This is an optimization exercise on Yosys and OpenROAD, whose aim is small area, a short achievable clock period and few clock cycles per item, not a production implementation. The RTL was checked by simulation tests, not by an equivalence proof against the original design. Power is estimated from default activity; no workload was simulated.

<file path="flow/run.sh">
#!/bin/bash
# synth_recipe.tcl (not shown) runs the flow's synth.tcl, then flattens the netlist and writes it again
# the make line also repeats each setting of config.mk as NAME=value (left out here)
make -C /OpenROAD-flow-scripts/flow DESIGN_CONFIG=/design/flow/config.mk WORK_HOME=/design/flow/orfs CLKGATE_MAP_FILE= SYNTH_SCRIPT=/design/flow/synth_recipe.tcl finish
</file>
<file path="flow/design.v">
module ook_dec (
    input  wire        clk,
    input  wire        rst,
    input  wire        dw_en,
    input  wire [3:0]  dw_idx,
    input  wire        dw_valid,
    input  wire [5:0]  dw_klen,
    input  wire [31:0] dw_key,
    input  wire [2:0]  dw_vlen,
    input  wire [31:0] dw_val,
    input  wire        in_valid,
    output wire        in_ready,
    input  wire        in_bit,
    input  wire        in_last,
    output wire        out_valid,
    input  wire        out_ready,
    output wire [1:0]  out_kind,
    output wire [7:0]  out_byte
);
    localparam integer NE = 16;
    localparam [1:0] K_BYTE = 2'd0, K_CLOSE = 2'd1, K_DONE = 2'd2;
    integer k;
    reg        d_valid [0:NE-1];
    reg [4:0]  d_klen  [0:NE-1];    
    reg [31:0] d_key   [0:NE-1];
    reg [2:0]  d_vlen  [0:NE-1];
    reg [31:0] d_val   [0:NE-1];
    always @(posedge clk) begin
        if (rst) begin
            for (k = 0; k < NE; k = k + 1) d_valid[k] <= 1'b0;
        end else if (dw_en) begin
            d_valid[dw_idx] <= dw_valid;
            d_klen[dw_idx]  <= dw_klen[4:0];
            d_key[dw_idx]   <= dw_key;
            d_vlen[dw_idx]  <= dw_vlen;
            d_val[dw_idx]   <= dw_val;
        end
    end
    reg        acc_r;      
    reg        bit_r, last_r;
    reg        rdy_r;
    assign in_ready = rdy_r;
    reg [31:0] bbuf;       
    reg [4:0]  wp;         
    reg [4:0]  sp;         
    reg [4:0]  rp;         
    reg [5:0]  n;          
    reg [5:0]  a;          
    reg [31:0] oh;         
    reg [5:0]  wp1;        
    reg [NE-1:0] alv;      
    reg        bhit;       
    reg [3:0]  bidx;
    reg [5:0]  blen;
    reg        ended;      
    localparam integer QD = 2;
    reg [4:0]  q [0:QD-1];    
    reg        qh, qt;
    reg [1:0]  qc;
    wire       qfull  = (qc == QD);
    wire       qempty = (qc == 2'd0);
    wire a0    = (a == 6'd0);
    wire avail = !a0 || acc_r;
    wire sbit  = a0 ? bit_r : bbuf[rp];
    wire fin   = ended ? (a == 6'd1) : (a0 && acc_r && last_r);
    reg [NE-1:0] m, comp, cont;
    always @(*) begin
        for (k = 0; k < NE; k = k + 1) begin
            m[k]    = d_valid[k] && alv[k] && ((|(d_key[k] & oh)) == sbit);
            comp[k] = m[k] && (d_klen[k] == wp1[4:0]);
            cont[k] = m[k] && (d_klen[k] != wp1[4:0]);
        end
    end
    reg [3:0] cidx;
    always @(*) begin
        cidx = 4'd0;
        for (k = NE - 1; k >= 0; k = k - 1)
            if (comp[k]) cidx = k[3:0];
    end
    wire chit = |comp;
    wire decide = avail && ((cont == {NE{1'b0}}) || fin);
    wire go     = avail && !(decide && qfull);
    wire       dhit = chit || bhit;
    wire [3:0] didx = chit ? cidx : bidx;
    wire [5:0] dlen = chit ? wp1 : bhit ? blen : 6'd1;
    wire [5:0] n_in = n + {5'd0, acc_r};
    always @(posedge clk) begin
        bit_r  <= in_bit;
        last_r <= in_last;
        if (acc_r) bbuf[wp] <= bit_r;
        if (rst) begin
            acc_r <= 1'b0;
            rdy_r <= 1'b1;
            wp    <= 5'd0;
            sp    <= 5'd0;
            rp    <= 5'd0;
            n     <= 6'd0;
            a     <= 6'd0;
            oh    <= 32'd1;
            wp1   <= 6'd1;
            alv   <= {NE{1'b1}};
            bhit  <= 1'b0;
            ended <= 1'b0;
        end else begin
            acc_r <= in_valid && rdy_r;
            rdy_r <= (n_in <= 6'd30) || (n_in == 6'd31 && !(in_valid && rdy_r));
            if (acc_r) wp <= wp + 5'd1;
            if (acc_r && last_r) ended <= 1'b1;
            if (out_valid && out_ready && out_kind == K_DONE) ended <= 1'b0;
            if (go && decide) begin
                sp   <= sp + dlen[4:0];
                rp   <= sp + dlen[4:0];
                n    <= n_in - dlen;
                a    <= n_in - dlen;
                oh   <= 32'd1;
                wp1  <= 6'd1;
                alv  <= {NE{1'b1}};
                bhit <= 1'b0;
            end else if (go) begin
                rp   <= rp + 5'd1;
                n    <= n_in;
                a    <= a + {5'd0, acc_r} - 6'd1;
                oh   <= {oh[30:0], 1'b0};
                wp1  <= wp1 + 6'd1;
                alv  <= cont;
                if (chit) begin
                    bhit <= 1'b1;
                    bidx <= cidx;
                    blen <= wp1;
                end
            end else begin
                n    <= n_in;
                a    <= a + {5'd0, acc_r};
            end
        end
    end
    reg        ov;
    reg [1:0]  okind;
    reg [7:0]  obyte;
    reg [1:0]  bcnt;
    reg        topen;
    assign out_valid = ov;
    assign out_kind  = okind;
    assign out_byte  = obyte;
    wire [4:0]  head = q[qh];
    wire        hhit = head[4];
    wire [3:0]  hidx = head[3:0];
    wire [2:0]  hvl  = d_vlen[hidx];
    wire [31:0] hval = d_val[hidx];
    wire        adv  = !ov || out_ready;
    wire        push = go && decide;
    wire        pop  = adv && !qempty && (!hhit || hvl == 3'd0 || {1'b0, bcnt} + 3'd1 == hvl);
    wire        dcond = ended && (n == 6'd0) && qempty && !(ov && okind == K_DONE);
    always @(posedge clk) begin
        if (push) q[qt] <= {dhit, didx};
        if (rst) begin
            qh    <= 1'b0;
            qt    <= 1'b0;
            qc    <= 2'd0;
            ov    <= 1'b0;
            bcnt  <= 2'd0;
            topen <= 1'b0;
        end else begin
            if (push) qt <= ~qt;
            if (pop)  qh <= ~qh;
            qc <= qc + {1'b0, push} - {1'b0, pop};
            if (adv) begin
                if (!qempty) begin
                    if (hhit) begin
                        if (hvl != 3'd0) begin
                            ov    <= 1'b1;
                            okind <= K_BYTE;
                            obyte <= hval[8*bcnt +: 8];
                            topen <= 1'b1;
                            bcnt  <= pop ? 2'd0 : bcnt + 2'd1;
                        end else
                            ov <= 1'b0;
                    end else begin
                        ov    <= topen;
                        okind <= K_CLOSE;
                        topen <= 1'b0;
                    end
                end else if (dcond) begin
                    ov    <= 1'b1;
                    okind <= K_DONE;
                end else
                    ov <= 1'b0;
            end
            if (ov && out_ready && okind == K_DONE) topen <= 1'b0;
        end
    end
endmodule
</file>
<file path="flow/config.mk">
export PLATFORM = sky130hd
export DESIGN_NAME = ook_dec
export DESIGN_NICKNAME = ook_dec
export VERILOG_FILES = /design/flow/design.v
export SDC_FILE = /design/flow/constraint.sdc
export NUM_CORES = 4
export LEC_CHECK = 0
export CAP_MARGIN = 20
export CORE_MARGIN = 2
export CORE_UTILIZATION = 40
export SLEW_MARGIN = 20
</file>
<file path="flow/constraint.sdc">
create_clock -name core_clock -period 36.0 [get_ports {clk}]
set_input_delay 7.2000 -clock core_clock [delete_from_list [all_inputs] [get_ports {clk}]]
set_output_delay 7.2000 -clock core_clock [all_outputs]
set_load 0.01 [all_outputs]
</file>
==> impl_metrics.json <==
{
  "cts.sinks": 1326,
  "ys_seq_area_frac": 0.743,
  "maxSlewViolCount": 0,
  "remaining_drc_errors": 0,
  "antenna_found_initial": 7,
  "syn2layout_area_growth_pct": 14.8,
  "postCtsSetupRepairBufs": 0,
  "synth-simple-area-share": 0.0552,
  "rsz0062_at_grt": "false",
  "start_util": 0.403,
  "synth_nets": 3127,
  "finalSetupViolCount": 0,
  "period_share": 0.270,
  "diodes": 0,
  "grt_pass1_wl_mm": 201,
  "yosys-mux-area-fraction": 0.0848,
  "routed_wl_mm": 139,
  "yosysWarnings": 1,
  "via_per_inst": 5.79,
  "maxSlewHeadroom": 0.194,
  "multi_input_area_um2": 12700,
  "max_slew.worst_pin.slew_ns": 1.20,
  "clock_latency_ns": 0.76,
  "cts_resized": 0,
  "cts-htree-levels": 4,
  "final_area_um2": 60000,
  "grt_usage": 0.209,
  "cts_tree": "yes",
  "ys_seq_elements": 1326,
  "finalHoldViolations": 0,
  "synth.cell_area_um2": 52300,
  "firstDrtPassIters": 5,
  "fp.dieH_um": 366,
  "layout-drive-gt1-share": 0.162,
  "fmax_mhz": 103,
  "detail_route.wl_per_cell_um": 27.6,
  "critical_path_class": "in2reg",
  "avgSynthCellArea_um2": 17.3,
  "clockBufferDepth": 3,
  "dp_hpwl_mm": 77.4,
  "drt_iter0_markers": 3494,
  "cts_root_buf": "clkbuf_16",
  "synth_top_family_by_area": "multiplexers",
  "run_status": "timing/DRC/antenna clean",
  "synthAdderAreaFrac": 0.00627,
  "drtAntennaViolNets": 0,
  "skew_ns": 0.0262,
  "vdd_ir_drop_max_mv": 0.0742,
  "cts_buffers": 142,
  "startpoint_type": "input pin",
  "async_flop_share": 0,
  "end_kind": "flop",
  "cp_max_fo": 55,
  "power_density_nw_per_um2": 72.3,
  "fin_crit_ns": 9.71,
  "post-place-ws_ns": 25.45,
  "synth.distinct_cells": 83,
  "die_area_um2": 134000,
  "fin_ws_ns": 26.29,
  "required_ns": 36.47,
  "vias": 29178,
  "ff_latch_area_um2": 38900,
  "min_path_type": "reg2reg",
  "gr-total-overflow": 0,
  "synth_compound_area_frac": 0.0734,
  "synth-main-ff-cell": "edfxtp_1",
  "grt_pass1_vias": 28830,
  "n_fill_cell": 11010,
  "grt_max_degree": 124,
  "syn_inst": 3017,
  "coreArea_um2": 130000,
  "clk_pin_slew_worst_paths_ns": 0.06,
  "port_buffers": 95,
  "placed_cell_area_um2": 55600,
  "drv_cap": 0,
  "gp_congestion": 0.821,
  "die_w_um": 366,
  "synth_edf_count": 1230,
  "synth_xor_xnor_area_share": 0.0203,
  "p_leak_uw": 0.0190,
  "ctsHoldBuffers": 0,
  "nets": 3297,
  "finalSetupTns_ns": 0,
  "io_pins": 97,
  "rows": 132,
  "critPathArrivalTime_ns": 10.19
}
[routing by layer]
metal / track usage / share of wire / vias to the layer above
met3: 0.0392 / 0.082 / 210
met1: 0.291 / 0.42 / 15196
met2: 0.338 / 0.48 / 1233
li1: - / - / 12529
met5: 0 / 0.00043 / -
met4: 0.0538 / 0.021 / 10
[critical path, stage by stage]
cell and delay (ns):
clkdlybuf4s50_1 0.70, nand2_1 0.32, nor2_4 0.77, buf_4 0.87, or2_2 0.24
[synthesized netlist by cell type, types with 21 or more instances]
cell,count,area share
mux4_2,150,0.065
edfxtp_1,1230,0.71
nand3_1,33,0.0032
clkbuf_1,79,0.0057
xor2_1,55,0.0092
buf_2,64,0.0061
nand4_1,73,0.0087
nor3_1,46,0.0044
a211oi_1,33,0.0047
nor2_1,128,0.0092
nand2_1,119,0.0085
ha_1,23,0.0055
mux2i_1,82,0.016
nor4_1,26,0.0031
o21ai_0,70,0.0067
a21oi_1,62,0.0059
inv_1,21,0.0015
a22oi_1,264,0.038
and2_1,36,0.0043
xnor2_1,66,0.011
dfxtp_1,96,0.037
[where the power goes]
part / switching [µW] / internal, µW
clock network: 599 / 805
registers: 37.8 / 1760
logic: 671 / 468
total: 1310 / 3030
[registers in the layout, summed over array words and instances, names as in the netlist, 10 cells and up, named ones only]
register	cells
d_klen	80
d_valid	16
alv	16
d_key	512
d_val	512
d_vlen	48
oh	32
q	10
bbuf	32
[worst paths after layout]
check,startpoint,to,slack [ns],depth (start not counted)
worst max-delay path,dw_idx[0],d_valid[11],26.29,5
worst min-delay path,alv[14],alv[14],0.46,1
worst max register to register,rp[1],blen[2],29.91,13
worst min register to register,alv[14],alv[14],0.46,1
[cells by family (layout without fill, tap and decap cells)]
| kind of cell | Yosys count | count (layout) |
|---|---|---|
| flops | 1326 | 1326 |
| mux | 249 | 249 |
| buf+inv | 194 | 472 |
| fa+ha+maj | 25 | 25 |
| compound gates | 538 | 538 |
| xor+xnor | 121 | 121 |
| simple gates | 564 | 564 |
[layout make-up]
| class | instances | area share |
|---|---|---|
| Clock buffer | 185 | 0.0638 |
| Clock inverter | 67 | 0.0102 |
| Multi-Input combinational cell | 1497 | 0.212 |
| Tap cell | 1742 | 0.0363 |
| Timing Repair Buffer | 198 | 0.0284 |
| Sequential cell | 1326 | 0.648 |
| Inverter | 22 | 0.00138 |
[placed cells by master, fill, tap and decap left out, types with 55 or more instances in the layout]
master           instances
buf_4                  102
mux4_2                 150
nand4_1                 73
a22oi_1                264
mux2i_1                 78
edfxtp_1              1230
dfxtp_1                 94
a21oi_1                 62
xor2_1                  55
nand2_1                119
o21ai_0                 70
clkbuf_16              146
clkdlybuf4s50_1         89
xnor2_1                 66
nor2_1                 116
[per-stage QoR]
stage	total power [µW]	utilization	hold WS [ns]	instances
final	4340	0.463	0.464	5037
after global routing	4520	0.463	0.488	5037
after CTS	4370	0.463	0.463	5037
after detailed placement	2980	0.429	0.450	4785
after global placement	2970	0.429	0.444	4785
after floorplan	2630	-	0.429	3017
Testbench counts, summed over its fixed seeds: cycles 33,215, bits 32,818.

## static timing again, ports no longer ideal
How much do the figures lean on ideal ports? The routed layout below was timed once more, with nothing changed but the port constraints. Step 1, drivers: a clkbuf_16 drives clk and a buf_2 each remaining input, both assumed. Step 2 adds t to the input delays and takes it off the output delays; t is the mean of the earliest and latest rising clock arrival at the registers after step 1. Input paths then give back, and output paths get back, about the clock's delay inside the block. Three values: ideal ports, drivers, drivers and shift; two values: the first two.
shift t [ns]: 0.824
setup slack, ns: 26.288 / 26.308 / 25.484
hold WS [ns]: 0.464 / 0.464 / 0.464
pins driven straight from the clock port: 1
After both steps this run still meets setup and hold. For this run, drivers alone change the setup slack by +0.020 ns; drivers and shift together by -0.804 ns.
